Source: an optimization exercise on an open RTL-to-GDS flow (aim: small area). Production flows keep margins and buffers that such runs may drop. No run shown here included a check of the RTL's function; only the layout flow was run. Power is estimated from default activity; no workload was simulated.

**design/flow/design.v**
```verilog
module ws_core (
    input  wire        clk,
    input  wire        rst,           
    input  wire        cmd_valid,
    input  wire [7:0]  cmd,
    output wire        cmd_ready,
    output wire [7:0]  status,
    output wire [31:0] t_out,
    output wire [31:0] h_out,
    output wire [31:0] p_out,
    output wire        bus_req,
    output wire        bus_we,
    output wire [7:0]  bus_addr,
    output wire [3:0]  bus_len,
    output wire [7:0]  bus_wdata,
    input  wire        bus_ack,
    input  wire        bus_fail,
    input  wire [63:0] bus_rdata
);
    localparam [4:0] O_IDLE = 5'd0, O_LD = 5'd1, O_ADD = 5'd2, O_SUB = 5'd3,
                     O_MUL = 5'd4, O_SRA = 5'd5, O_SRL = 5'd6, O_SHL = 5'd7,
                     O_ST = 5'd8, O_DIV = 5'd9, O_MVA = 5'd10, O_LDMB = 5'd11,
                     O_SKN = 5'd12, O_SKP = 5'd13, O_SKNZ = 5'd14, O_JMP = 5'd15,
                     O_BW = 5'd16, O_BR = 5'd17, O_BRAW = 5'd18, O_INS = 5'd19,
                     O_ENDI = 5'd20, O_ENDG = 5'd21, O_BRL = 5'd22, O_INSL = 5'd23;
    localparam [2:0] S_N = 3'd0, S_W = 3'd1, S_C = 3'd2, S_K = 3'd3,
                     S_R16 = 3'd4, S_R8 = 3'd5, S_RNL = 3'd6, S_RNH = 3'd7;
    reg  [7:0]  pc;
    reg         ph;
    reg  [4:0]  cnt;
    reg  [31:0] acc, ma, mb;
    reg         acc32;               
    reg  [31:0] w0, w1, w2, w3;      
    reg  [1:0]  wph;                 
    reg  [255:0] cr;                 
    reg  [3:0]  cph;                 
    reg         lc, rvalid, esticky;
    reg  [1:0]  err;
    wire busy = (pc != 8'd0);
    assign cmd_ready = !busy;
    assign status    = {2'b00, err, esticky, rvalid, lc, busy};
    assign t_out = w0;
    assign h_out = w1;
    assign p_out = w2;
    reg [4:0] op;
    reg [2:0] sk;
    reg [7:0] arg;
    always @(*) begin
        op = O_IDLE; sk = S_N; arg = 8'd0;
        case (pc)
            8'd0: begin op = 5'd0; sk = 3'd0; arg = 8'd0; end
            8'd1: begin op = 5'd16; sk = 3'd0; arg = 8'd245; end
            8'd2: begin op = 5'd16; sk = 3'd0; arg = 8'd244; end
            8'd3: begin op = 5'd16; sk = 3'd0; arg = 8'd242; end
            8'd4: begin op = 5'd22; sk = 3'd0; arg = 8'd0; end
            8'd5: begin op = 5'd23; sk = 3'd0; arg = 8'd0; end
            8'd6: begin op = 5'd17; sk = 3'd5; arg = 8'd161; end
            8'd7: begin op = 5'd7; sk = 3'd0; arg = 8'd8; end
            8'd8: begin op = 5'd8; sk = 3'd0; arg = 8'd3; end
            8'd9: begin op = 5'd17; sk = 3'd4; arg = 8'd225; end
            8'd10: begin op = 5'd19; sk = 3'd0; arg = 8'd0; end
            8'd11: begin op = 5'd17; sk = 3'd5; arg = 8'd227; end
            8'd12: begin op = 5'd2; sk = 3'd1; arg = 8'd3; end
            8'd13: begin op = 5'd19; sk = 3'd0; arg = 8'd1; end
            8'd14: begin op = 5'd17; sk = 3'd5; arg = 8'd228; end
            8'd15: begin op = 5'd8; sk = 3'd0; arg = 8'd0; end
            8'd16: begin op = 5'd17; sk = 3'd6; arg = 8'd229; end
            8'd17: begin op = 5'd8; sk = 3'd0; arg = 8'd1; end
            8'd18: begin op = 5'd17; sk = 3'd5; arg = 8'd230; end
            8'd19: begin op = 5'd7; sk = 3'd0; arg = 8'd8; end
            8'd20: begin op = 5'd2; sk = 3'd1; arg = 8'd1; end
            8'd21: begin op = 5'd8; sk = 3'd0; arg = 8'd1; end
            8'd22: begin op = 5'd17; sk = 3'd7; arg = 8'd229; end
            8'd23: begin op = 5'd2; sk = 3'd1; arg = 8'd1; end
            8'd24: begin op = 5'd19; sk = 3'd0; arg = 8'd3; end
            8'd25: begin op = 5'd17; sk = 3'd5; arg = 8'd231; end
            8'd26: begin op = 5'd7; sk = 3'd0; arg = 8'd8; end
            8'd27: begin op = 5'd2; sk = 3'd1; arg = 8'd0; end
            8'd28: begin op = 5'd19; sk = 3'd0; arg = 8'd2; end
            8'd29: begin op = 5'd20; sk = 3'd0; arg = 8'd0; end
            8'd30: begin op = 5'd16; sk = 3'd0; arg = 8'd244; end
            8'd31: begin op = 5'd18; sk = 3'd0; arg = 8'd247; end
            8'd32: begin op = 5'd1; sk = 3'd1; arg = 8'd0; end
            8'd33: begin op = 5'd5; sk = 3'd0; arg = 8'd4; end
            8'd34: begin op = 5'd3; sk = 3'd2; arg = 8'd20; end
            8'd35: begin op = 5'd8; sk = 3'd0; arg = 8'd3; end
            8'd36: begin op = 5'd4; sk = 3'd1; arg = 8'd3; end
            8'd37: begin op = 5'd5; sk = 3'd0; arg = 8'd12; end
            8'd38: begin op = 5'd4; sk = 3'd2; arg = 8'd6; end
            8'd39: begin op = 5'd5; sk = 3'd0; arg = 8'd14; end
            8'd40: begin op = 5'd8; sk = 3'd0; arg = 8'd3; end
            8'd41: begin op = 5'd1; sk = 3'd1; arg = 8'd0; end
            8'd42: begin op = 5'd5; sk = 3'd0; arg = 8'd3; end
            8'd43: begin op = 5'd3; sk = 3'd2; arg = 8'd20; end
            8'd44: begin op = 5'd3; sk = 3'd2; arg = 8'd20; end
            8'd45: begin op = 5'd4; sk = 3'd2; arg = 8'd5; end
            8'd46: begin op = 5'd5; sk = 3'd0; arg = 8'd11; end
            8'd47: begin op = 5'd2; sk = 3'd1; arg = 8'd3; end
            8'd48: begin op = 5'd8; sk = 3'd0; arg = 8'd0; end
            8'd49: begin op = 5'd1; sk = 3'd1; arg = 8'd0; end
            8'd50: begin op = 5'd3; sk = 3'd3; arg = 8'd0; end
            8'd51: begin op = 5'd4; sk = 3'd2; arg = 8'd99; end
            8'd52: begin op = 5'd8; sk = 3'd0; arg = 8'd3; end
            8'd53: begin op = 5'd1; sk = 3'd2; arg = 8'd34; end
            8'd54: begin op = 5'd7; sk = 3'd0; arg = 8'd4; end
            8'd55: begin op = 5'd2; sk = 3'd2; arg = 8'd83; end
            8'd56: begin op = 5'd7; sk = 3'd0; arg = 8'd6; end
            8'd57: begin op = 5'd3; sk = 3'd1; arg = 8'd1; end
            8'd58: begin op = 5'd4; sk = 3'd3; arg = 8'd13; end
            8'd59: begin op = 5'd3; sk = 3'd1; arg = 8'd3; end
            8'd60: begin op = 5'd2; sk = 3'd3; arg = 8'd1; end
            8'd61: begin op = 5'd5; sk = 3'd0; arg = 8'd15; end
            8'd62: begin op = 5'd8; sk = 3'd0; arg = 8'd1; end
            8'd63: begin op = 5'd1; sk = 3'd1; arg = 8'd0; end
            8'd64: begin op = 5'd3; sk = 3'd3; arg = 8'd0; end
            8'd65: begin op = 5'd4; sk = 3'd2; arg = 8'd33; end
            8'd66: begin op = 5'd5; sk = 3'd0; arg = 8'd11; end
            8'd67: begin op = 5'd2; sk = 3'd3; arg = 8'd2; end
            8'd68: begin op = 5'd8; sk = 3'd0; arg = 8'd3; end
            8'd69: begin op = 5'd1; sk = 3'd1; arg = 8'd0; end
            8'd70: begin op = 5'd3; sk = 3'd3; arg = 8'd0; end
            8'd71: begin op = 5'd4; sk = 3'd2; arg = 8'd66; end
            8'd72: begin op = 5'd5; sk = 3'd0; arg = 8'd10; end
            8'd73: begin op = 5'd4; sk = 3'd1; arg = 8'd3; end
            8'd74: begin op = 5'd5; sk = 3'd0; arg = 8'd10; end
            8'd75: begin op = 5'd2; sk = 3'd3; arg = 8'd3; end
            8'd76: begin op = 5'd4; sk = 3'd2; arg = 8'd0; end
            8'd77: begin op = 5'd2; sk = 3'd3; arg = 8'd4; end
            8'd78: begin op = 5'd5; sk = 3'd0; arg = 8'd14; end
            8'd79: begin op = 5'd4; sk = 3'd1; arg = 8'd1; end
            8'd80: begin op = 5'd8; sk = 3'd0; arg = 8'd1; end
            8'd81: begin op = 5'd5; sk = 3'd0; arg = 8'd15; end
            8'd82: begin op = 5'd8; sk = 3'd0; arg = 8'd3; end
            8'd83: begin op = 5'd4; sk = 3'd1; arg = 8'd3; end
            8'd84: begin op = 5'd5; sk = 3'd0; arg = 8'd7; end
            8'd85: begin op = 5'd4; sk = 3'd2; arg = 8'd49; end
            8'd86: begin op = 5'd5; sk = 3'd0; arg = 8'd4; end
            8'd87: begin op = 5'd4; sk = 3'd3; arg = 8'd11; end
            8'd88: begin op = 5'd2; sk = 3'd1; arg = 8'd1; end
            8'd89: begin op = 5'd5; sk = 3'd0; arg = 8'd12; end
            8'd90: begin op = 5'd13; sk = 3'd0; arg = 8'd0; end
            8'd91: begin op = 5'd1; sk = 3'd0; arg = 8'd0; end
            8'd92: begin op = 5'd3; sk = 3'd3; arg = 8'd10; end
            8'd93: begin op = 5'd12; sk = 3'd0; arg = 8'd0; end
            8'd94: begin op = 5'd1; sk = 3'd3; arg = 8'd11; end
            8'd95: begin op = 5'd2; sk = 3'd3; arg = 8'd10; end
            8'd96: begin op = 5'd8; sk = 3'd0; arg = 8'd1; end
            8'd97: begin op = 5'd1; sk = 3'd1; arg = 8'd0; end
            8'd98: begin op = 5'd5; sk = 3'd0; arg = 8'd1; end
            8'd99: begin op = 5'd3; sk = 3'd3; arg = 8'd5; end
            8'd100: begin op = 5'd5; sk = 3'd0; arg = 8'd2; end
            8'd101: begin op = 5'd8; sk = 3'd0; arg = 8'd3; end
            8'd102: begin op = 5'd4; sk = 3'd1; arg = 8'd3; end
            8'd103: begin op = 5'd5; sk = 3'd0; arg = 8'd11; end
            8'd104: begin op = 5'd4; sk = 3'd2; arg = 8'd12; end
            8'd105: begin op = 5'd8; sk = 3'd0; arg = 8'd3; end
            8'd106: begin op = 5'd1; sk = 3'd1; arg = 8'd0; end
            8'd107: begin op = 5'd5; sk = 3'd0; arg = 8'd1; end
            8'd108: begin op = 5'd3; sk = 3'd3; arg = 8'd5; end
            8'd109: begin op = 5'd4; sk = 3'd2; arg = 8'd11; end
            8'd110: begin op = 5'd7; sk = 3'd0; arg = 8'd1; end
            8'd111: begin op = 5'd2; sk = 3'd1; arg = 8'd3; end
            8'd112: begin op = 5'd5; sk = 3'd0; arg = 8'd2; end
            8'd113: begin op = 5'd8; sk = 3'd0; arg = 8'd3; end
            8'd114: begin op = 5'd1; sk = 3'd2; arg = 8'd10; end
            8'd115: begin op = 5'd7; sk = 3'd0; arg = 8'd16; end
            8'd116: begin op = 5'd2; sk = 3'd1; arg = 8'd3; end
            8'd117: begin op = 5'd5; sk = 3'd0; arg = 8'd12; end
            8'd118: begin op = 5'd2; sk = 3'd1; arg = 8'd2; end
            8'd119: begin op = 5'd3; sk = 3'd3; arg = 8'd12; end
            8'd120: begin op = 5'd4; sk = 3'd3; arg = 8'd6; end
            8'd121: begin op = 5'd8; sk = 3'd0; arg = 8'd2; end
            8'd122: begin op = 5'd1; sk = 3'd1; arg = 8'd0; end
            8'd123: begin op = 5'd5; sk = 3'd0; arg = 8'd1; end
            8'd124: begin op = 5'd3; sk = 3'd3; arg = 8'd5; end
            8'd125: begin op = 5'd5; sk = 3'd0; arg = 8'd2; end
            8'd126: begin op = 5'd8; sk = 3'd0; arg = 8'd3; end
            8'd127: begin op = 5'd4; sk = 3'd1; arg = 8'd3; end
            8'd128: begin op = 5'd5; sk = 3'd0; arg = 8'd13; end
            8'd129: begin op = 5'd4; sk = 3'd2; arg = 8'd9; end
            8'd130: begin op = 5'd5; sk = 3'd0; arg = 8'd3; end
            8'd131: begin op = 5'd8; sk = 3'd0; arg = 8'd3; end
            8'd132: begin op = 5'd1; sk = 3'd1; arg = 8'd0; end
            8'd133: begin op = 5'd5; sk = 3'd0; arg = 8'd1; end
            8'd134: begin op = 5'd3; sk = 3'd3; arg = 8'd5; end
            8'd135: begin op = 5'd4; sk = 3'd2; arg = 8'd8; end
            8'd136: begin op = 5'd5; sk = 3'd0; arg = 8'd1; end
            8'd137: begin op = 5'd2; sk = 3'd1; arg = 8'd3; end
            8'd138: begin op = 5'd5; sk = 3'd0; arg = 8'd18; end
            8'd139: begin op = 5'd2; sk = 3'd3; arg = 8'd2; end
            8'd140: begin op = 5'd4; sk = 3'd2; arg = 8'd23; end
            8'd141: begin op = 5'd5; sk = 3'd0; arg = 8'd15; end
            8'd142: begin op = 5'd14; sk = 3'd0; arg = 8'd0; end
            8'd143: begin op = 5'd15; sk = 3'd0; arg = 8'd0; end
            8'd144: begin op = 5'd10; sk = 3'd0; arg = 8'd0; end
            8'd145: begin op = 5'd1; sk = 3'd1; arg = 8'd2; end
            8'd146: begin op = 5'd12; sk = 3'd0; arg = 8'd0; end
            8'd147: begin op = 5'd7; sk = 3'd0; arg = 8'd1; end
            8'd148: begin op = 5'd8; sk = 3'd0; arg = 8'd3; end
            8'd149: begin op = 5'd11; sk = 3'd1; arg = 8'd3; end
            8'd150: begin op = 5'd9; sk = 3'd0; arg = 8'd0; end
            8'd151: begin op = 5'd1; sk = 3'd1; arg = 8'd2; end
            8'd152: begin op = 5'd6; sk = 3'd0; arg = 8'd31; end
            8'd153: begin op = 5'd2; sk = 3'd3; arg = 8'd9; end
            8'd154: begin op = 5'd4; sk = 3'd0; arg = 8'd0; end
            8'd155: begin op = 5'd8; sk = 3'd0; arg = 8'd2; end
            8'd156: begin op = 5'd6; sk = 3'd0; arg = 8'd3; end
            8'd157: begin op = 5'd8; sk = 3'd0; arg = 8'd3; end
            8'd158: begin op = 5'd4; sk = 3'd1; arg = 8'd3; end
            8'd159: begin op = 5'd6; sk = 3'd0; arg = 8'd13; end
            8'd160: begin op = 5'd4; sk = 3'd2; arg = 8'd15; end
            8'd161: begin op = 5'd5; sk = 3'd0; arg = 8'd12; end
            8'd162: begin op = 5'd8; sk = 3'd0; arg = 8'd3; end
            8'd163: begin op = 5'd1; sk = 3'd1; arg = 8'd2; end
            8'd164: begin op = 5'd6; sk = 3'd0; arg = 8'd2; end
            8'd165: begin op = 5'd4; sk = 3'd2; arg = 8'd14; end
            8'd166: begin op = 5'd5; sk = 3'd0; arg = 8'd13; end
            8'd167: begin op = 5'd2; sk = 3'd1; arg = 8'd3; end
            8'd168: begin op = 5'd2; sk = 3'd2; arg = 8'd13; end
            8'd169: begin op = 5'd5; sk = 3'd0; arg = 8'd4; end
            8'd170: begin op = 5'd2; sk = 3'd1; arg = 8'd2; end
            8'd171: begin op = 5'd8; sk = 3'd0; arg = 8'd2; end
            8'd172: begin op = 5'd1; sk = 3'd1; arg = 8'd0; end
            8'd173: begin op = 5'd4; sk = 3'd3; arg = 8'd7; end
            8'd174: begin op = 5'd2; sk = 3'd3; arg = 8'd8; end
            8'd175: begin op = 5'd5; sk = 3'd0; arg = 8'd8; end
            8'd176: begin op = 5'd8; sk = 3'd0; arg = 8'd0; end
            8'd177: begin op = 5'd21; sk = 3'd0; arg = 8'd0; end
            default: ;
        endcase
    end
    wire is_brl = (op == O_BRL);
    assign bus_req   = (op == O_BW) || (op == O_BR) || ((op == O_BRAW) && w0ph) || is_brl;
    assign bus_we    = (op == O_BW);
    assign bus_addr  = is_brl ? {3'b100, cnt[3:0], 1'b0} : arg;
    assign bus_len   = (op == O_BRAW) ? 4'd8 : (is_brl || sk == S_R16) ? 4'd2 : 4'd1;
    wire a00 = (arg[1:0] == 2'b00);
    assign bus_wdata = {2'b00, a00, arg[1:0] == 2'b01, 1'b0, a00, 1'b0,
                        arg[1:0] == 2'b10 || (a00 && lc)};
    wire [15:0] cw = cr[255:240];
    wire        step = ph && ((op == O_MUL) || (op == O_DIV));
    reg  [31:0] xk, xc, x;
    always @(*) begin
        case (arg[3:0])
            4'd0: xk = 32'd76800;
            4'd1: xk = 32'd16384;
            4'd2: xk = 32'd32768;
            4'd3: xk = 32'd2097152;
            4'd4: xk = 32'd8192;
            4'd5: xk = 32'd64000;
            4'd6: xk = 32'd4294964171;
            4'd7: xk = 32'd5;
            4'd8: xk = 32'd128;
            4'd9: xk = 32'd1;
            4'd10: xk = 32'd102401;
            4'd11: xk = 32'd4294967295;
            4'd12: xk = 32'd1048576;
            4'd13: xk = 32'd4294950912;
            default: xk = 32'd0;
        endcase
        case (arg[6:4])
            3'd0: xc = {{16{cw[15]}}, cw};
            3'd1: xc = {16'd0, cw};
            3'd2: xc = {24'd0, cw[7:0]};
            3'd3: xc = {24'd0, cw[15:8]};
            3'd4: xc = {{24{cw[15]}}, cw[15:8]};
            3'd5: xc = {28'd0, cw[3:0]};
            default: xc = {20'd0, cw[15:4]};
        endcase
        if (step)
            x = (op == O_DIV || mb[31]) ? ma : 32'd0;
        else if (is_brl)
            x = {16'd0, bus_rdata[15:0]};
        else case (sk)
            S_W:   x = w0;
            S_C:   x = xc;
            S_K:   x = xk;
            S_R16: x = {16'd0, bus_rdata[15:0]};
            S_R8:  x = {24'd0, bus_rdata[7:0]};
            S_RNL: x = {28'd0, bus_rdata[3:0]};
            S_RNH: x = {24'd0, bus_rdata[7:4], 4'd0};
            default: x = 32'd0;
        endcase
    end
    wire slot_ok  = (cph == arg[3:0]);
    wire wslot_ok = (wph == arg[1:0]);
    wire ready    = (sk == S_C) ? slot_ok : (sk == S_W) ? wslot_ok : 1'b1;
    wire at_end   = (op == O_ENDI) || (op == O_ENDG) || (op == O_BRAW);
    wire w0ph     = (wph == 2'd0);
    wire        is_div = (op == O_DIV);
    wire        shl_a  = step || (op == O_SHL);
    wire        shr_a  = (op == O_SRA) || (op == O_SRL);
    wire        zero_a = (op == O_LD) || (op == O_BR) || is_brl || (is_div && !ph);
    wire        inv    = (op == O_SUB) || (step && is_div && !acc32);
    wire [31:0] a_in   = zero_a ? 32'd0 :
                         shl_a  ? {acc[30:0], is_div & mb[31]} :
                         shr_a  ? {(op == O_SRA) & acc[31], acc[31:1]} : acc;
    wire [32:0] sum    = {1'b0, a_in} + {1'b0, x ^ {32{inv}}} + {32'd0, inv};
    wire        rsign  = acc[31] ^ inv ^ sum[32];      
    wire st_now = (op == O_ST) && wslot_ok;
    wire rot    = busy && !(at_end && w0ph);
    always @(posedge clk) begin
        if (rst)
            wph <= 2'd0;
        else if (rot)
            wph <= wph + 2'd1;
        if (rot) begin
            w0 <= w1;
            w1 <= w2;
            w2 <= w3;
            w3 <= st_now ? acc : w0;
        end else if (op == O_BRAW && bus_req && bus_ack) begin
            w0 <= {12'd0, bus_rdata[31:24], bus_rdata[39:32], bus_rdata[47:44]};
            w1 <= {16'd0, bus_rdata[55:48], bus_rdata[63:56]};
            w2 <= {12'd0, bus_rdata[7:0], bus_rdata[15:8], bus_rdata[23:20]};
        end
    end
    wire ins_slot = (op == O_INSL) ? (cph == cnt[3:0]) : slot_ok;
    wire ins_now  = busy && ins_slot && (op == O_INS || op == O_INSL);
    always @(posedge clk) begin
        cr  <= {cr[239:0], ins_now ? acc[15:0] : cw};
        cph <= rst ? 4'd0 : cph + 4'd1;
    end
    wire        last = (cnt == 5'd0);
    always @(posedge clk) begin
        if (rst) begin
            pc      <= 8'd0;
            ph      <= 1'b0;
            lc      <= 1'b0;
            rvalid  <= 1'b0;
            esticky <= 1'b0;
            err     <= 2'd0;
        end else if (!busy) begin
            ph  <= 1'b0;
            cnt <= 5'd4;
            if (cmd_valid) begin
                if (cmd == 8'h01 && !lc) begin
                    pc <= 8'd1;
                end else if (cmd == 8'h02 && lc) begin
                    pc     <= 8'd30;
                    rvalid <= 1'b0;
                end else if (cmd == 8'h01 || cmd == 8'h02) begin
                    err     <= 2'd2;
                    esticky <= 1'b1;
                end else begin
                    err     <= 2'd1;
                    esticky <= 1'b1;
                end
            end
        end else begin
            case (op)
                O_LD, O_ADD, O_SUB: if (ready) begin
                    acc <= sum[31:0];
                    pc  <= pc + 8'd1;
                end
                O_MUL, O_DIV, O_SRA, O_SRL, O_SHL: begin
                    if (!ph) begin
                        if (ready) begin
                            if (op == O_MUL) begin
                                ma <= acc;
                                if (sk != S_N) mb <= x;
                            end
                            if (is_div) begin
                                acc   <= sum[31:0];      
                                acc32 <= 1'b0;
                            end
                            cnt <= (op == O_MUL || is_div) ? 5'd31 : arg[4:0] - 5'd1;
                            ph  <= 1'b1;
                        end
                    end else begin
                        acc <= sum[31:0];
                        if (step) mb <= {mb[30:0], !rsign};
                        acc32 <= rsign;
                        cnt <= cnt - 5'd1;
                        if (last) begin
                            ph <= 1'b0;
                            pc <= pc + 8'd1;
                        end
                    end
                end
                O_ST: if (wslot_ok) pc <= pc + 8'd1;
                O_MVA:  begin ma <= acc; pc <= pc + 8'd1; end
                O_LDMB: if (ready) begin mb <= x; pc <= pc + 8'd1; end
                O_SKN:  pc <= pc + (acc[31] ? 8'd2 : 8'd1);
                O_SKP:  pc <= pc + (acc[31] ? 8'd1 : 8'd2);
                O_SKNZ: pc <= pc + ((acc != 32'd0) ? 8'd2 : 8'd1);
                O_JMP:  pc <= 8'd171;
                O_INS:  if (slot_ok) pc <= pc + 8'd1;
                O_INSL: if (ins_slot) begin
                    cnt <= cnt + 5'd1;
                    pc  <= (cnt[3:0] == 4'd15) ? pc + 8'd1 : pc - 8'd1;
                end
                O_BW, O_BR, O_BRAW, O_BRL: if (bus_req && bus_ack) begin
                    if (bus_fail) begin
                        err     <= 2'd3;
                        esticky <= 1'b1;
                        pc      <= 8'd0;
                    end else begin
                        if (op == O_BR || is_brl) acc <= sum[31:0];
                        pc <= pc + 8'd1;
                    end
                end
                O_ENDI: if (w0ph) begin
                    lc  <= 1'b1;
                    err <= 2'd0;
                    pc  <= 8'd0;
                end
                O_ENDG: if (w0ph) begin
                    rvalid <= 1'b1;
                    err    <= 2'd0;
                    pc     <= 8'd0;
                end
                default: pc <= 8'd0;
            endcase
        end
    end
endmodule
```
**design/flow/run.sh**
```bash
#!/bin/bash
# synth_recipe.tcl (not shown) runs the flow's synth.tcl, then flattens the netlist and writes it again
# the make line also repeats each setting of config.mk as NAME=value (left out here)
make -C /OpenROAD-flow-scripts/flow DESIGN_CONFIG=/design/flow/config.mk WORK_HOME=/design/flow/orfs CLKGATE_MAP_FILE= SYNTH_SCRIPT=/design/flow/synth_recipe.tcl finish
```
**design/flow/config.mk**
```make
export PLATFORM = sky130hd
export DESIGN_NAME = ws_core
export DESIGN_NICKNAME = ws_core
export VERILOG_FILES = /design/flow/design.v
export SDC_FILE = /design/flow/constraint.sdc
export NUM_CORES = 4
export LEC_CHECK = 0
export ABC_AREA = 1
export CAP_MARGIN = 20
export CORE_MARGIN = 2
export CORE_UTILIZATION = 25
export CTS_BUF_LIST = sky130_fd_sc_hd__clkbuf_4
export PLACE_DENSITY = 0.4
export SLEW_MARGIN = 20
export SYNTH_MEMORY_MAX_BITS = 65536
```
**design/flow/constraint.sdc**
```tcl
create_clock -name core_clock -period 60.0 [get_ports {clk}]
set_input_delay 12.0000 -clock core_clock [delete_from_list [all_inputs] [get_ports {clk}]]
set_output_delay 12.0000 -clock core_clock [all_outputs]
set_load 0.01 [all_outputs]
```
==> impl_summary.txt, run 1 <==
----------------------------------------------------
[Detailed routing]
  Initial detailed-routing violation count ... approximately 1700
  Drt wl/cell ... roughly 21 um
  Via-per-instance ratio ... 4.702
  Number of detailed-routing iterations run before antenna repair ... 5
  Routed vias ... 20950
  Number of design rule violations left after detail routing ... 0
  Post-Route WL ... just over 90000 um
  Post-DRT Antenna Nets ... 0

[STA]
  Measured slew at the worst slew-check pin ... approximately 1.0 ns
  Maximum clock skew at final layout ... between 0.07 and 0.08 ns
  Setup repair after global routing missed its margin ... false
  Final Max Tran Viols ... 0
  Setup TNS after final layout ... 0 ns
  Number of failing setup endpoints in the final timing report ... 0
  Time the worst path needs with I/O delays and setup ... approximately 17 ns
  Number of failing hold endpoints at the final stage ... 0
  Slew HR ... between 30% and 40%
  Part of the cycle the worst path needs ... approximately 28%
  Maximum operating frequency ... about 61 MHz

[Worst setup path]
  Critical path class ... input port to flip-flop
  Critical path peak fanout ... 4
  Endpoint of the worst register-to-register path ... acc[28]
  Register-to-register path setup slack ... between 50 and 60 ns
  Critical path required time ... between 60 and 70 ns
  Worst reg-to-reg path cell count ... 23
  WP data arrival ... about 17 ns
  Reg2Reg Launch Point ... op[4]
  Endpoint kind of the worst setup timing path ... flip-flop
  Kind of launch point of the worst setup path ... input port

[Power and ir drop]
  Clock group share of total power ... 17.6%
  Leak ... between 10 and 15 nW
  Combinational power share ... roughly half
  Worst vdd rail ir drop ... about 34 uV
  Switch share ... slightly below 50%
  Power spent charging and discharging nets ... 0.0009054 W
  Share of power burned in registers ... 30.9%
  Internal power ... 0.0009722 W
  Power density over the cells ... around 64 nW/um2

[Flow run]
  Max_cap viols ... 0

[Clocking]
  Clock slew seen by the registers of the worst setup and hold paths ... roughly 0.070 ns
  Hold-fix buffer count after cts ... 0
  Clock tree root driver cell ... sky130_fd_sc_hd__clkbuf_4
  Sinks on the clock net ... ~520
  Number of buffers created by CTS ... 147
  Clock Latency Late Sink ... approximately 0.97 ns
  Post-cts resize count ... 0
  Number of setup buffers added after CTS ... 0
  H-tree levels ... 4
  CTS tree ... built
  Buffers from clock root to sink, at most ... 3

[Synthesis]
  Synthesized netlist cell count ... 2806
  Post-synth EDFFs ... between 200 and 250
  Count of state elements after synthesis ... 522
  Top cells by count, synth ... sky130_fd_sc_hd__nand2_1, sky130_fd_sc_hd__dfxtp_1, sky130_fd_sc_hd__inv_1
  Area share of the leading cell type in the synthesized netlist ... 28.53%
  Most common cell in the synthesized netlist ... sky130_fd_sc_hd__nand2_1
  Dominant cells by area after synthesis ... sky130_fd_sc_hd__edfxtp_1, sky130_fd_sc_hd__dfxtp_1, sky130_fd_sc_hd__nand2_1
  Number of synthesis warnings ... 1
  Cell type contributing the most total cell area after synthesis ... sky130_fd_sc_hd__edfxtp_1
  Proportion of register bits with asynchronous set or reset after synthesis ... 0%
  Register area share after synthesis ... a little over half
  Synthesized area per cell ... around 8.6 um2
  Distinct cells, synth ... 58
  Netlist area before placement ... 24210 um2
  Most frequently used flop master after synthesis ... sky130_fd_sc_hd__dfxtp_1

[Cells and area]
  Post-synthesis to final-layout area growth ... 21.40%
  Final-stage net count ... 3208
  Proportion of layout cells with a drive suffix above 1 ... 11.97%
  Number of fill cells in the layout ... a little over 10000
  Finished Cell Area ... 29390 um2

[Floorplanning]
  CORE AREA ... 96280 um2
  Row Count ... 114
  Initial Utilization ... 25.14%
  Horizontal die dimension ... roughly 320 um
  DIE HEIGHT ... ~320 um
  Die Area ... 99330 um2
  I/O pin count ... about 200

[Global route]
  All-Layer GR Usage ... 18.43%
  Via count of the first global-routing pass ... 20780
  Pin count of the biggest net entering global routing ... 92
  Congestion Overflow GR ... 0
  Wire length of the first global-routing pass ... 136500 um
  Number of antenna violations at the first check in global routing ... 5

[Status]
  Result of the run ... no timing/DRC/antenna violations

[Placed design]
  Post-DP Area ... between 20000 and 30000 um2
  Port Buf Inserts ... ~190
  Final weighted congestion in routability-driven placement ... 0.9240
  Post-detail-place hpwl ... a little under 70000 um

[Min path]
  Path type of the worst min-delay path ... flip-flop to flip-flop
  Hold endpoint ... cr[17]
  Cell depth of the worst min-delay path ... 0
  Worst min-delay path startpoint ... cr[1]

----------------------------------------------------
-- sequential cells by signal, indices dropped and copies added, names as in the netlist, 8 cells and up --
signal and flops:
acc 32, mb 32, pc 8, ma 32, w2 32, cr 256
w3 32, w0 32, w1 32, arg 8
-- cell usage in the layout (no fill, tap or decap), types with 31 or more instances in the layout --
cell type                         Yosys  routed
sky130_fd_sc_hd__nand2_1            780     779
sky130_fd_sc_hd__dfxtp_1            292     292
sky130_fd_sc_hd__inv_1              235     234
sky130_fd_sc_hd__edfxtp_1           230     230
sky130_fd_sc_hd__nor2_1             219     218
sky130_fd_sc_hd__clkbuf_4             0     207
sky130_fd_sc_hd__clkdlybuf4s50_1      0     188
sky130_fd_sc_hd__o21ai_0            187     186
sky130_fd_sc_hd__nand3_1            160     160
sky130_fd_sc_hd__a21oi_1            119     116
sky130_fd_sc_hd__xor2_1              65      65
sky130_fd_sc_hd__ha_1                65      65
sky130_fd_sc_hd__a31oi_1             43      43
sky130_fd_sc_hd__mux2_2              41      41
sky130_fd_sc_hd__clkinv_1             4      31
-- critical path, cell delays in order --
cell	delay [ns]
sky130_fd_sc_hd__clkdlybuf4s50_1	0.67
sky130_fd_sc_hd__inv_1	0.15
sky130_fd_sc_hd__o221a_2	0.30
sky130_fd_sc_hd__nand2_1	0.10
sky130_fd_sc_hd__nand3_1	0.09
sky130_fd_sc_hd__nand2_1	0.15
sky130_fd_sc_hd__nand2_1	0.11
sky130_fd_sc_hd__nand2_1	0.14
sky130_fd_sc_hd__nand2_1	0.12
sky130_fd_sc_hd__fa_1	0.47
sky130_fd_sc_hd__o21ai_0	0.37
sky130_fd_sc_hd__a21oi_1	0.18
sky130_fd_sc_hd__o21ai_0	0.32
sky130_fd_sc_hd__a21boi_0	0.22
sky130_fd_sc_hd__o21ai_0	0.56
sky130_fd_sc_hd__nand3_1	0.13
sky130_fd_sc_hd__o211ai_1	0.21
sky130_fd_sc_hd__nand2_1	0.13
sky130_fd_sc_hd__o21ai_0	0.41
sky130_fd_sc_hd__a21oi_1	0.17
sky130_fd_sc_hd__xnor2_1	0.18
-- layout make-up --
class | instances | area, um2 | share of cell area, %
flip-flops and latches | 522 | 12750 | 43.39
multi-input cells | 1919 | 10030 | 34.12
repair buffers | 219 | 2138 | 7.276
well taps | 1276 | 1597 | 5.433
clock buffers | 207 | 1554 | 5.288
inverters | 255 | 958.4 | 3.261
clock inverters | 52 | 349.1 | 1.188
diodes | 5 | 12.51 | 0.04258
-- routing by layer --
layer	vias to the layer above	wire (um)	GRT usage [%]
met5	-	13	0
met4	2	2158	5.866
met3	131	5977	3.743
met2	775	40190	27.87
met1	10050	44170	26.16
li1	9993	-	-
-- worst max-delay path by stage --
stage	endpoint	slack [ns]	cells past startpoint	startpoint
4_1_cts	arg[1]	43.63	22	cmd[7]
3_3_place_gp	acc[28]	42.57	21	bus_rdata[0]
3_5_place_dp	arg[1]	42.57	22	cmd[7]
5_1_grt	acc[28]	43.21	21	bus_rdata[0]
6_report	acc[28]	43.48	21	bus_rdata[0]
2_1_floorplan	w0[0]	40.52	2	bus_ack
-- per-stage QoR --
stage / setup slack, ns / power (W) / util, % / std cells / hold WS, ns
final: 43.48 / 0.001878 / 30.52 / 4455 / 0.2785
after global routing: 43.21 / 0.002021 / 30.52 / 4455 / 0.2939
after CTS: 43.63 / 0.001897 / 30.51 / 4450 / 0.2729
after detailed placement: 42.57 / 0.001554 / 28.53 / 4191 / 0.3121
after global placement: 42.57 / 0.001558 / 28.50 / 4190 / 0.3107
after floorplan: 40.52 / 0.001157 / - / 2812 / 0.3096
-- power by group through the flow --
stage               Sequential [W]  Combinational [W]  Clock (W)
floorplan                 0.000579           0.000578          0
global placement          0.000586           0.000971          0
detailed placement        0.000588           0.000966          0
CTS                       0.000581           0.000970   0.000345
global route              0.000590            0.00107   0.000365
finish                    0.000580           0.000967   0.000330
-- kinds of logic after synthesis --
kind of cell / count (synthesis) / synth area share, %
simple gates: 1266 / 21.79
flops: 522 / 52.68
compound gates: 463 / 11.08
buf+inv: 371 / 6.280
xor+xnor: 74 / 2.678
fa+ha+maj: 67 / 3.525
mux: 42 / 1.949
other cells: 1 / 0.01549
==> inputs of run 2 (changes only) <==
--- a/design/flow/config.mk
+++ b/design/flow/config.mk
@@ -9,7 +9,7 @@
 export CAP_MARGIN = 20
 export CORE_MARGIN = 2
 export CORE_UTILIZATION = 25
-export CTS_BUF_LIST = sky130_fd_sc_hd__clkbuf_4
+export CTS_BUF_LIST = sky130_fd_sc_hd__clkbuf_2
 export PLACE_DENSITY = 0.4
 export SLEW_MARGIN = 20
 export SYNTH_MEMORY_MAX_BITS = 65536
==> run 2 against run 1 <==
  * Register-to-register slack worse by 0.07 ns
  * Via count hardly changed
  * Non-clock buffer count unchanged
  * Flip-flop and latch count unchanged
  * Still clean on timing, DRC and antenna
  * First-iteration DRC count grew 6.6%
  * Cell area fell by 1.8%
  * Power is 3.4% lower
  * Worst hold slack improved by 0.0017 ns
  * Setup slack gained 0.28 ns
==> impl_summary.txt, run 2 <==
----------------------------------------------------
[Synthesis]
  Count of state elements after synthesis ... roughly 520
  Share of the synthesized netlist area taken by xor and xnor gates ... approximately 2.7%
  Synthesized netlist cell count ... 2806
  Top cells by count, synth ... sky130_fd_sc_hd__nand2_1, sky130_fd_sc_hd__dfxtp_1, sky130_fd_sc_hd__inv_1
  Compound-cell area share of the yosys netlist ... 11.08%
  Post-synth EDFFs ... 230
  Area share of the leading cell type in the synthesized netlist ... between 20% and 30%
  Share of synthesized cell area in full adder, half adder and majority cells ... about 3.5%
  Simple-Gate Fraction of Synth Area ... between 20 and 25%
  Most frequently used flop master after synthesis ... sky130_fd_sc_hd__dfxtp_1
  Mux cell area share after synthesis ... 1.949%
  Cell type contributing the most total cell area after synthesis ... sky130_fd_sc_hd__edfxtp_1
  Number of synthesis warnings ... 1
  Dominant cells by area after synthesis ... sky130_fd_sc_hd__edfxtp_1, sky130_fd_sc_hd__dfxtp_1, sky130_fd_sc_hd__nand2_1
  Distinct cells, synth ... 58
  Main combinational cell family by area after synthesis ... simple AND/OR/NAND/NOR gates
  Netlist area before placement ... between 20000 and 25000 um2
  Register area share after synthesis ... 52.68%
  Most common cell in the synthesized netlist ... sky130_fd_sc_hd__nand2_1
  Synthesized area per cell ... 8.626 um2
  Proportion of register bits with asynchronous set or reset after synthesis ... 0%

[Clocking]
  Post-cts resize count ... 0
  Sinks on the clock net ... around 520
  Number of buffers created by CTS ... 146
  Clock tree root driver cell ... sky130_fd_sc_hd__clkbuf_2
  Number of setup buffers added after CTS ... 0
  CTS tree ... built
  H-tree levels ... 4
  Clock Latency Late Sink ... 1.32 ns
  Hold-fix buffer count after cts ... 0
  Buffers from clock root to sink, at most ... 3
  Clock slew seen by the registers of the worst setup and hold paths ... ~0.090 ns

[Cells and area]
  Area taken by multi-input logic gates ... between 10000 and 15000 um2
  Post-synthesis to final-layout area growth ... 19.16%
  Proportion of layout cells with a drive suffix above 1 ... a little under an eighth
  Register bank with the most flops ... cr
  Most frequent cells in the layout ... sky130_fd_sc_hd__nand2_1, sky130_fd_sc_hd__dfxtp_1, sky130_fd_sc_hd__inv_1
  Finished Cell Area ... roughly 29000 um2
  Number of flip-flops in the largest register ... 256
  Commonest non-fill, non-tap cell in the layout ... sky130_fd_sc_hd__nand2_1
  Sequential Area ... roughly 13000 um2
  Number of fill cells in the layout ... 10340
  Final-stage net count ... around 3200

[Worst setup path]
  Endpoint of the worst register-to-register path ... acc[28]
  Endpoint kind of the worst setup timing path ... flip-flop
  Worst reg-to-reg path cell count ... 23
  Number of logic stages on the critical path including buffering ... 21
  Kind of cell adding the most delay to the critical path ... compound AO/OA/AOI/OAI gates
  Register-to-register path setup slack ... approximately 53 ns
  Critical path capture point ... acc[28]
  Most numerous cell on the critical path ... sky130_fd_sc_hd__nand2_1
  CP startpoint ... bus_rdata[0]
  Cell-by-cell trace of the critical path ... clkdlybuf4s50_1, inv_1, o221a_2, nand2_1, nand3_1, nand2_1, nand2_1, nand2_1, nand2_1, fa_1, o21ai_0, a21oi_1, o21ai_0, a21boi_0, o21ai_0, nand3_1, o211ai_1, nand2_1, o21ai_0, a21oi_1, xnor2_1
  WP data arrival ... about 17 ns
  Number of buffers and inverters on the critical path ... 2
  Critical path required time ... roughly 60 ns
  Kind of launch point of the worst setup path ... input port
  Critical path peak fanout ... 4
  Cell with the biggest individual delay on the critical path ... sky130_fd_sc_hd__clkdlybuf4s50_1
  Critical path class ... input port to flip-flop
  Reg2Reg Launch Point ... op[4]
  Max stage delay on crit path ... 0.67 ns

[STA]
  Time the worst path needs with I/O delays and setup ... roughly 16 ns
  Number of failing hold endpoints at the final stage ... 0
  Maximum operating frequency ... 61.60 MHz
  Final Max Tran Viols ... 0
  Measured slew at the worst slew-check pin ... about 1.0 ns
  Part of the cycle the worst path needs ... about 27%
  Maximum clock skew at final layout ... 0.1313 ns
  Number of failing setup endpoints in the final timing report ... 0
  Slew HR ... about a third
  Setup TNS after final layout ... 0 ns
  Setup repair after global routing missed its margin ... false

[Global route]
  Pin count of the biggest net entering global routing ... 92
  Via count of the first global-routing pass ... approximately 21000
  Congestion Overflow GR ... 0
  All-Layer GR Usage ... a little under a fifth
  Number of antenna violations at the first check in global routing ... 8
  Wire length of the first global-routing pass ... approximately 140000 um

[Floorplanning]
  Row Count ... about 110
  I/O pin count ... a little over 200
  Initial Utilization ... about a quarter
  Horizontal die dimension ... 315.2 um
  Die Area ... just under 100000 um2
  DIE HEIGHT ... 315.2 um
  CORE AREA ... ~96000 um2

[Power and ir drop]
  Leak ... about 13 nW
  Power density over the cells ... 62.87 nW/um2
  Worst vdd rail ir drop ... approximately 34 uV

[Detailed routing]
  Number of detailed-routing iterations run before antenna repair ... 6
  Drt wl/cell ... around 21 um
  Routed vias ... 20950
  Via-per-instance ratio ... 4.706
  Post-Route WL ... about 93000 um
  Number of design rule violations left after detail routing ... 0
  Initial detailed-routing violation count ... between 1500 and 2000
  Post-DRT Antenna Nets ... 0

[Placed design]
  Post-detail-place hpwl ... 68350 um
  Port Buf Inserts ... 188
  Final weighted congestion in routability-driven placement ... ~0.92
  Post-DP Area ... about 27000 um2

[Min path]
  Path type of the worst min-delay path ... flip-flop to flip-flop

[Status]
  Result of the run ... no timing/DRC/antenna violations

[Flow run]
  Max_cap viols ... 0

----------------------------------------------------
[run 2: cell counts after synthesis]
No cell type changed its count.
[run 2: power by group]
group / leakage, nW / switching [W] / internal (W) / total (W)
clock: 1.02 / 0.000161 / 0.000103 / 0.000265
combinational: 6.98 / 0.000671 / 0.000298 / 0.000970
sequential: 4.65 / 0.0000737 / 0.000505 / 0.000579
[run 2: worst min-delay path by stage]
stage,depth (start not counted),endpoint,slack (ns),from
after floorplan,0,cr[100],0.31,cr[84]
after global placement,0,cr[131],0.31,cr[115]
after detailed placement,0,cr[109],0.31,cr[93]
after CTS,0,cr[89],0.26,cr[73]
after global routing,0,cr[89],0.27,cr[73]
final,0,cr[134],0.28,cr[118]
[run 2: logic make-up after synthesis]
| kind of cell | Yosys count |
|---|---|
| simple gates | 1266 |
| xor+xnor | 74 |
| compound gates | 463 |
| flops | 522 |
| fa+ha+maj | 67 |
| mux | 42 |
| buf+inv | 371 |
| other cells | 1 |
[run 2: metal layers]
layer / global-route usage (%) / part of all wire [%]
met4: 5.628 / 2.3
met1: 26.09 / 48
met3: 3.993 / 6.4
met5: 0 / 0.014
met2: 27.97 / 44
[run 2: through the flow]
stage	total power [W]	utilization, %	hold WS, ns	setup WS [ns]	instances
2_1_floorplan	0.001157	-	0.3096	40.52	2812
3_3_place_gp	0.001558	28.50	0.3107	42.57	4190
3_5_place_dp	0.001554	28.53	0.3121	42.57	4191
4_1_cts	0.001831	29.95	0.2609	44.00	4447
5_1_grt	0.001955	29.96	0.2689	43.62	4452
6_report	0.001813	29.96	0.2802	43.77	4452
[run 2: cell type report]
type	instances	area share [%]
Antenna cell	5	0.04338
Clock buffer	208	3.609
Clock inverter	48	1.106
Inverter	255	3.323
Multi-Input combinational cell	1919	34.76
Sequential cell	522	44.21
Tap cell	1276	5.535
Timing Repair Buffer	219	7.413

## what the ideal ports hide
The flow's constraints put no driver on any port. The routed layouts listed below were extracted and timed again, unchanged, in two steps. Step 1 sets driving cells, clkbuf_16 on the clock port and buf_2 on the other inputs (assumed; they add their load-dependent delay and slew). Step 2, shift: input delay + t, output delay - t, t = (earliest + latest rising clock arrival at the registers) / 2. This alone moves slack from input paths to output paths. Three values: ideal ports, drivers, drivers and shift; two values: the first two.
run | t (ns) | slack for setup (ns) | latest minus earliest clock arrival (ns)
run 1 | 0.992 | 43.482 / 43.520 / 42.528 | 0.078 / 0.078
run 2 | 1.308 | 43.766 / 43.802 / 42.495 | 0.137 / 0.137
After both steps setup and hold are still met in every run listed. The setup slack of run 2, which loses most, moves by +0.036 ns with the drivers and by -1.271 ns with both steps.
